Source: an optimization exercise on an open RTL-to-GDS flow (aim: small area, a short achievable clock period and few clock cycles per item). Production flows keep margins and buffers that such runs may drop. Function was checked by simulation only, so behaviour that the tests miss may differ from the original.

--- flow/config.mk ---
export PLATFORM = sky130hd
export DESIGN_NAME = scrypt_pbkdf2
export DESIGN_NICKNAME = scrypt_pbkdf2
export VERILOG_FILES = /design/flow/design.v
export SDC_FILE = /design/flow/constraint.sdc
export NUM_CORES = 4
export LEC_CHECK = 0
export CAP_MARGIN = 20
export CORE_MARGIN = 2
export CORE_UTILIZATION = 30
export PLACE_DENSITY = 0.4
export SLEW_MARGIN = 20
--- flow/constraint.sdc ---
create_clock -name core_clock -period 24.0 [get_ports {clk}]
set_input_delay 4.8000 -clock core_clock [delete_from_list [all_inputs] [get_ports {clk}]]
set_output_delay 4.8000 -clock core_clock [all_outputs]
set_load 0.01 [all_outputs]
--- flow/design.v ---
module sha256_k (
    input  wire [4:0]  m_i,
    output reg  [31:0] k0_o,
    output reg  [31:0] k1_o
);
    always @(*) begin
        case (m_i)
            5'd0:  begin k0_o = 32'h428a2f98; k1_o = 32'h71374491; end
            5'd1:  begin k0_o = 32'hb5c0fbcf; k1_o = 32'he9b5dba5; end
            5'd2:  begin k0_o = 32'h3956c25b; k1_o = 32'h59f111f1; end
            5'd3:  begin k0_o = 32'h923f82a4; k1_o = 32'hab1c5ed5; end
            5'd4:  begin k0_o = 32'hd807aa98; k1_o = 32'h12835b01; end
            5'd5:  begin k0_o = 32'h243185be; k1_o = 32'h550c7dc3; end
            5'd6:  begin k0_o = 32'h72be5d74; k1_o = 32'h80deb1fe; end
            5'd7:  begin k0_o = 32'h9bdc06a7; k1_o = 32'hc19bf174; end
            5'd8:  begin k0_o = 32'he49b69c1; k1_o = 32'hefbe4786; end
            5'd9:  begin k0_o = 32'h0fc19dc6; k1_o = 32'h240ca1cc; end
            5'd10: begin k0_o = 32'h2de92c6f; k1_o = 32'h4a7484aa; end
            5'd11: begin k0_o = 32'h5cb0a9dc; k1_o = 32'h76f988da; end
            5'd12: begin k0_o = 32'h983e5152; k1_o = 32'ha831c66d; end
            5'd13: begin k0_o = 32'hb00327c8; k1_o = 32'hbf597fc7; end
            5'd14: begin k0_o = 32'hc6e00bf3; k1_o = 32'hd5a79147; end
            5'd15: begin k0_o = 32'h06ca6351; k1_o = 32'h14292967; end
            5'd16: begin k0_o = 32'h27b70a85; k1_o = 32'h2e1b2138; end
            5'd17: begin k0_o = 32'h4d2c6dfc; k1_o = 32'h53380d13; end
            5'd18: begin k0_o = 32'h650a7354; k1_o = 32'h766a0abb; end
            5'd19: begin k0_o = 32'h81c2c92e; k1_o = 32'h92722c85; end
            5'd20: begin k0_o = 32'ha2bfe8a1; k1_o = 32'ha81a664b; end
            5'd21: begin k0_o = 32'hc24b8b70; k1_o = 32'hc76c51a3; end
            5'd22: begin k0_o = 32'hd192e819; k1_o = 32'hd6990624; end
            5'd23: begin k0_o = 32'hf40e3585; k1_o = 32'h106aa070; end
            5'd24: begin k0_o = 32'h19a4c116; k1_o = 32'h1e376c08; end
            5'd25: begin k0_o = 32'h2748774c; k1_o = 32'h34b0bcb5; end
            5'd26: begin k0_o = 32'h391c0cb3; k1_o = 32'h4ed8aa4a; end
            5'd27: begin k0_o = 32'h5b9cca4f; k1_o = 32'h682e6ff3; end
            5'd28: begin k0_o = 32'h748f82ee; k1_o = 32'h78a5636f; end
            5'd29: begin k0_o = 32'h84c87814; k1_o = 32'h8cc70208; end
            5'd30: begin k0_o = 32'h90befffa; k1_o = 32'ha4506ceb; end
            default: begin k0_o = 32'hbef9a3f7; k1_o = 32'hc67178f2; end
        endcase
    end
endmodule
module sha256_round (
    input  wire [31:0] a_i, b_i, c_i, d_i, e_i, f_i, g_i,
    input  wire [31:0] p0_i,
    input  wire [31:0] p1_i,
    output wire [255:0] s_o           
);
    function [31:0] bsig0(input [31:0] x);
        bsig0 = {x[1:0], x[31:2]} ^ {x[12:0], x[31:13]} ^ {x[21:0], x[31:22]};
    endfunction
    function [31:0] bsig1(input [31:0] x);
        bsig1 = {x[5:0], x[31:6]} ^ {x[10:0], x[31:11]} ^ {x[24:0], x[31:25]};
    endfunction
    function [31:0] ch(input [31:0] x, input [31:0] y, input [31:0] z);
        ch = (x & y) ^ (~x & z);
    endfunction
    function [31:0] maj(input [31:0] x, input [31:0] y, input [31:0] z);
        maj = (x & y) | (x & z) | (y & z);
    endfunction
    function [63:0] csa(input [31:0] x, input [31:0] y, input [31:0] z);
        csa = {((x & y) | (x & z) | (y & z)) << 1, x ^ y ^ z};
    endfunction
    wire [63:0] ta  = csa(p0_i, bsig1(e_i), ch(e_i, f_i, g_i));           
    wire [63:0] ea  = csa(d_i, ta[31:0], ta[63:32]);                     
    wire [31:0] e1  = ea[31:0] + ea[63:32];
    wire [63:0] aa0 = csa(bsig0(a_i), maj(a_i, b_i, c_i), ta[31:0]);
    wire [63:0] aa1 = csa(aa0[31:0], aa0[63:32], ta[63:32]);            
    wire [31:0] a1  = aa1[31:0] + aa1[63:32];
    wire [63:0] tb  = csa(p1_i, bsig1(e1), ch(e1, e_i, f_i));
    wire [63:0] eb  = csa(c_i, tb[31:0], tb[63:32]);
    wire [31:0] e2  = eb[31:0] + eb[63:32];
    wire [63:0] ab0 = csa(bsig0(a1), maj(a1, a_i, b_i), tb[31:0]);
    wire [63:0] ab1 = csa(ab0[31:0], ab0[63:32], tb[63:32]);
    wire [31:0] a2  = ab1[31:0] + ab1[63:32];
    assign s_o = {a2, a1, a_i, b_i, e2, e1, e_i, f_i};
endmodule
module scrypt_pbkdf2 (
    input  wire          clk,
    input  wire          rst,         
    input  wire          in_valid,
    output wire          in_ready,
    input  wire          in_mode,     
    input  wire [639:0]  in_hdr,
    input  wire [1023:0] in_b,
    output wire          out_valid,
    input  wire          out_ready,
    output wire [1023:0] out_data
);
    localparam [1:0] S_IDLE = 2'd0, S_RUN = 2'd1, S_DONE = 2'd2;
    localparam [255:0] H0 = {32'h6a09e667, 32'hbb67ae85, 32'h3c6ef372, 32'ha54ff53a,
                             32'h510e527f, 32'h9b05688c, 32'h1f83d9ab, 32'h5be0cd19};
    localparam [1:0] C_H0 = 2'd0, C_X = 2'd1, C_O1 = 2'd2, C_O3 = 2'd3;
    localparam [2:0] D_X = 3'd0, D_O0 = 3'd1, D_O1 = 3'd2, D_O2 = 3'd3, D_O3 = 3'd4;
    localparam [3:0] M_P0 = 4'd0, M_P1K = 4'd1, M_P1C = 4'd2, M_KIP = 4'd3, M_KOP = 4'd4,
                     M_INR = 4'd5, M_S0 = 4'd6, M_S1 = 4'd7, M_S2 = 4'd8;
    reg  [1:0]    state;
    reg  [5:0]    u;
    reg  [3:0]    step;
    reg           mode_q;
    reg  [31:0]   a, b, c, d, e, f, g, h;
    reg  [31:0]   p0, p1;         
    reg  [511:0]  win;            
    reg  [255:0]  o0, o1, o2, o3, x;
    function [31:0] bswap(input [31:0] v);
        bswap = {v[7:0], v[15:8], v[23:16], v[31:24]};
    endfunction
    function [255:0] slot2h(input [255:0] s);
        integer i;
        for (i = 0; i < 8; i = i + 1) slot2h[255-32*i -: 32] = bswap(s[32*i +: 32]);
    endfunction
    function [255:0] h2slot(input [255:0] v);
        integer i;
        for (i = 0; i < 8; i = i + 1) h2slot[32*i +: 32] = bswap(v[255-32*i -: 32]);
    endfunction
    wire run   = (state == S_RUN);
    wire cyc_i = run && (u == 6'd0);
    wire cyc_f = run && (u == 6'd33);
    reg  [1:0] csel;
    reg  [2:0] dst;
    reg        last;
    always @(*) begin
        csel = C_H0;
        dst  = D_X;
        last = 1'b0;
        case (step)
            4'd0: begin csel = C_H0; dst = D_X;  end
            4'd1: begin csel = C_X;  dst = D_O2; end
            4'd2: begin csel = C_H0; dst = D_O1; end
            4'd3: begin csel = C_H0; dst = D_O3; end
            4'd4: begin csel = C_O1; dst = D_X;  end
            default: begin
                if (!mode_q) begin
                    case (step)
                        4'd5, 4'd7, 4'd9: begin csel = C_X;  dst = D_O2; end
                        4'd6:             begin csel = C_O3; dst = D_O0; end
                        4'd8:             begin csel = C_O3; dst = D_O1; end
                        4'd10:            begin csel = C_O3; dst = D_O2; end
                        4'd11:            begin csel = C_X;  dst = D_X;  end
                        default:          begin csel = C_O3; dst = D_O3; last = 1'b1; end
                    endcase
                end else begin
                    case (step)
                        4'd5:    begin csel = C_X;  dst = D_X;  end
                        4'd6:    begin csel = C_X;  dst = D_O2; end
                        default: begin csel = C_O3; dst = D_O0; last = 1'b1; end
                    endcase
                end
            end
        endcase
    end
    reg [255:0] hin;
    always @(*) begin
        case (csel)
            C_H0:    hin = H0;
            C_X:     hin = slot2h(x);
            C_O1:    hin = slot2h(o1);
            default: hin = slot2h(o3);
        endcase
    end
    wire [255:0] sv = {a, b, c, d, e, f, g, h};
    wire [255:0] res;
    genvar gi;
    generate
        for (gi = 0; gi < 8; gi = gi + 1) begin : g_res
            assign res[32*gi +: 32] = hin[32*gi +: 32] + sv[32*gi +: 32];
        end
    endgenerate
    wire [255:0] res_le = h2slot(res);
    wire [3:0] ls = cyc_f ? step + 4'd1 : step;
    wire [3:0] mp = (!run || cyc_f) ? 4'd0 : (u < 6'd7) ? u[3:0] + 4'd1 : 4'd8;
    reg  [3:0] mk;
    reg  [2:0] ctr;
    reg        inr_x;
    always @(*) begin
        mk    = M_P0;
        ctr   = 3'd0;
        inr_x = 1'b0;
        case (ls)
            4'd0: mk = M_P0;
            4'd1: mk = M_P1K;
            4'd2: mk = M_KIP;
            4'd3: mk = M_KOP;
            4'd4: mk = mode_q ? M_S0 : M_P0;
            default: begin
                if (!mode_q) begin
                    case (ls)
                        4'd5:  begin mk = M_P1C; ctr = 3'd1; end
                        4'd7:  begin mk = M_P1C; ctr = 3'd2; end
                        4'd9:  begin mk = M_P1C; ctr = 3'd3; end
                        4'd11: begin mk = M_P1C; ctr = 3'd4; end
                        4'd12: begin mk = M_INR; inr_x = 1'b1; end
                        default: mk = M_INR;
                    endcase
                end else begin
                    case (ls)
                        4'd5:    mk = M_S1;
                        4'd6:    mk = M_S2;
                        default: mk = M_INR;
                    endcase
                end
            end
        endcase
    end
    wire [31:0] hw_e [0:9];
    wire [31:0] hw_o [0:9];
    wire [31:0] bw_e [0:15];
    wire [31:0] bw_o [0:15];
    generate
        for (gi = 0; gi < 10; gi = gi + 1) begin : g_hw
            assign hw_e[gi] = bswap(in_hdr[64*gi +: 32]);
            assign hw_o[gi] = bswap(in_hdr[64*gi+32 +: 32]);
        end
        for (gi = 0; gi < 16; gi = gi + 1) begin : g_bw
            assign bw_e[gi] = bswap(in_b[64*gi +: 32]);
            assign bw_o[gi] = bswap(in_b[64*gi+32 +: 32]);
        end
    endgenerate
    wire [255:0] ms = (mp == 4'd0 && mk != M_KOP) ? res : slot2h(inr_x ? x : o2);
    wire [2:0]   mq = mp[2:0];
    wire [31:0]  ms_e = ms[255-64*mq[1:0] -: 32];
    wire [31:0]  ms_o = ms[223-64*mq[1:0] -: 32];
    reg [31:0] m_e, m_o;
    always @(*) begin
        m_e = 32'd0;
        m_o = 32'd0;
        case (mk)
            M_P0: begin m_e = hw_e[mq]; m_o = hw_o[mq]; end
            M_P1K, M_P1C: begin
                if (mq == 3'd0)      begin m_e = hw_e[8]; m_o = hw_o[8]; end
                else if (mq == 3'd1) begin m_e = hw_e[9]; m_o = hw_o[9]; end
                else if (mq == 3'd2) begin
                    if (mk == M_P1K) begin m_e = 32'h80000000; m_o = 32'd0; end
                    else             begin m_e = {29'd0, ctr};  m_o = 32'h80000000; end
                end else if (mq == 3'd7) m_o = (mk == M_P1K) ? 32'd640 : 32'd1184;
            end
            M_KIP: begin
                m_e = 32'h36363636; m_o = 32'h36363636;
                if (!mq[2]) begin m_e = ms_e ^ 32'h36363636; m_o = ms_o ^ 32'h36363636; end
            end
            M_KOP: begin
                m_e = 32'h5c5c5c5c; m_o = 32'h5c5c5c5c;
                if (!mq[2]) begin m_e = ms_e ^ 32'h5c5c5c5c; m_o = ms_o ^ 32'h5c5c5c5c; end
            end
            M_INR: begin
                if (!mq[2])          begin m_e = ms_e; m_o = ms_o; end
                else if (mq == 3'd4) m_e = 32'h80000000;
                else if (mq == 3'd7) m_o = 32'd768;
            end
            M_S0: begin m_e = bw_e[mq];     m_o = bw_o[mq]; end
            M_S1: begin m_e = bw_e[8 + mq]; m_o = bw_o[8 + mq]; end
            default: begin   
                if (mq == 3'd0)      begin m_e = 32'd1; m_o = 32'h80000000; end
                else if (mq == 3'd7) m_o = 32'd1568;
            end
        endcase
    end
    function [31:0] ssig0(input [31:0] v);
        ssig0 = {v[6:0], v[31:7]} ^ {v[17:0], v[31:18]} ^ {3'd0, v[31:3]};
    endfunction
    function [31:0] ssig1(input [31:0] v);
        ssig1 = {v[16:0], v[31:17]} ^ {v[18:0], v[31:19]} ^ {10'd0, v[31:10]};
    endfunction
    wire [31:0] w0  = win[0 +: 32];
    wire [31:0] w1  = win[32 +: 32];
    wire [31:0] w2  = win[64 +: 32];
    wire [31:0] w9  = win[288 +: 32];
    wire [31:0] w10 = win[320 +: 32];
    wire [31:0] w14 = win[448 +: 32];
    wire [31:0] w15 = win[480 +: 32];
    wire [31:0] sch_e = ssig1(w14) + w9  + ssig0(w1) + w0;
    wire [31:0] sch_o = ssig1(w15) + w10 + ssig0(w2) + w1;
    wire        use_m = !mp[3];
    wire [31:0]  k_e, k_o;
    sha256_k u_k (.m_i(u[4:0]), .k0_o(k_e), .k1_o(k_o));
    wire [255:0] st2;
    sha256_round u_round (.a_i(a), .b_i(b), .c_i(c), .d_i(d), .e_i(e), .f_i(f), .g_i(g),
                          .p0_i(p0), .p1_i(p1), .s_o(st2));
    wire [31:0] ph0 = cyc_i ? hin[31:0]  : f;    
    wire [31:0] ph1 = cyc_i ? hin[63:32] : e;    
    assign in_ready  = cyc_f && last;
    assign out_valid = (state == S_DONE);
    assign out_data  = {o3, o2, o1, o0};
    always @(posedge clk) begin
        if (rst) begin
            state <= S_IDLE;
            step  <= 4'd0;
            u     <= 6'd0;
        end else begin
            case (state)
                S_IDLE: begin
                    if (in_valid) begin
                        state  <= S_RUN;
                        step   <= 4'd0;
                        u      <= 6'd0;
                        mode_q <= in_mode;
                    end
                end
                S_RUN: begin
                    if (u == 6'd33) begin
                        u <= 6'd0;
                        if (last) begin
                            state <= S_DONE;
                            step  <= 4'd0;
                        end else begin
                            step  <= step + 4'd1;
                        end
                    end else begin
                        u <= u + 6'd1;
                    end
                end
                default: begin
                    if (out_ready) begin
                        if (in_valid) begin
                            state  <= S_RUN;
                            step   <= 4'd0;
                            u      <= 6'd0;
                            mode_q <= in_mode;
                        end else begin
                            state  <= S_IDLE;
                        end
                    end
                end
            endcase
        end
    end
    always @(posedge clk) begin
        win <= {use_m ? m_o : sch_o, use_m ? m_e : sch_e, win[511:64]};
        p0  <= ph0 + k_e + w14;
        p1  <= ph1 + k_o + w15;
        if (cyc_i) {a, b, c, d, e, f, g, h} <= hin;
        else       {a, b, c, d, e, f, g, h} <= st2;
        if (cyc_f) begin
            if (dst == D_X)  x  <= res_le;
            if (dst == D_O0) o0 <= res_le;
            if (dst == D_O1 || (last && mode_q)) o1 <= (dst == D_O1) ? res_le : 256'd0;
            if (dst == D_O2 || (last && mode_q)) o2 <= (dst == D_O2) ? res_le : 256'd0;
            if (dst == D_O3 || (last && mode_q)) o3 <= (dst == D_O3) ? res_le : 256'd0;
        end
    end
endmodule
--- flow/run.sh ---
#!/bin/bash
# synth_recipe.tcl (not shown) runs the flow's synth.tcl, then flattens the netlist and writes it again
# the make line also repeats each setting of config.mk as NAME=value (left out here)
make -C /OpenROAD-flow-scripts/flow DESIGN_CONFIG=/design/flow/config.mk WORK_HOME=/design/flow/orfs CLKGATE_MAP_FILE= SYNTH_SCRIPT=/design/flow/synth_recipe.tcl finish
==> out/metrics.yaml <==
yosysMostFrequentCell: "nand2_1"
ys_ff_latch: 2189
syn_area_per_cell_sq_um: 8.875
synth_cell_types: 96
synth_top_cells_by_area: "edfxtp_1 29%, dfxtp_1 13%, nand2_1 8.7%"
outcome: "did not finish"
syn_inst: 15190
async_reset_ff_share_pct: 0
rows: 246
ys.flop_type: "edfxtp_1"
dieHeight_um: 674.3
start_util_pct: 30.08
lastStage: "3_2_place_iop"
synth_edf_count: 1281
synth_common_cells: "3107 x nand2_1, 1508 x nor2_1, 1281 x edfxtp_1, 1216 x inv_1, 908 x dfxtp_1"
dieWidth_um: 674.3
tool.error: "[ERROR PPL-0024] Number of IO pins (2695) exceeds maximum number of available positions (2446). Increase the die perimeter from 2697.34um to 3665.20um."
yosys.area.top_type_share_pct: 28.54
yosys_warnings: 3
synth_nets: 17820
seq_area_frac_synth_pct: 42.02
netlist_area_sq_mm: 0.1348
synth.largest_area_cell: "edfxtp_1"
==> logic make-up after synthesis <==
kind of cell               count (synthesis)  share of synthesized area, %
and+or+nand+nor                         5513                         16.80
AOI/OAI and AO/OA                       3263                         15.95
DFF                                     2189                         42.02
buffers and inverters                   2082                         5.939
adders and majority gates                989                         11.50
xor gates and xnor gates                 963                         6.273
muxes                                    190                         1.514
Testbench counts, summed over its fixed seeds: cycles 45,832, items 128.
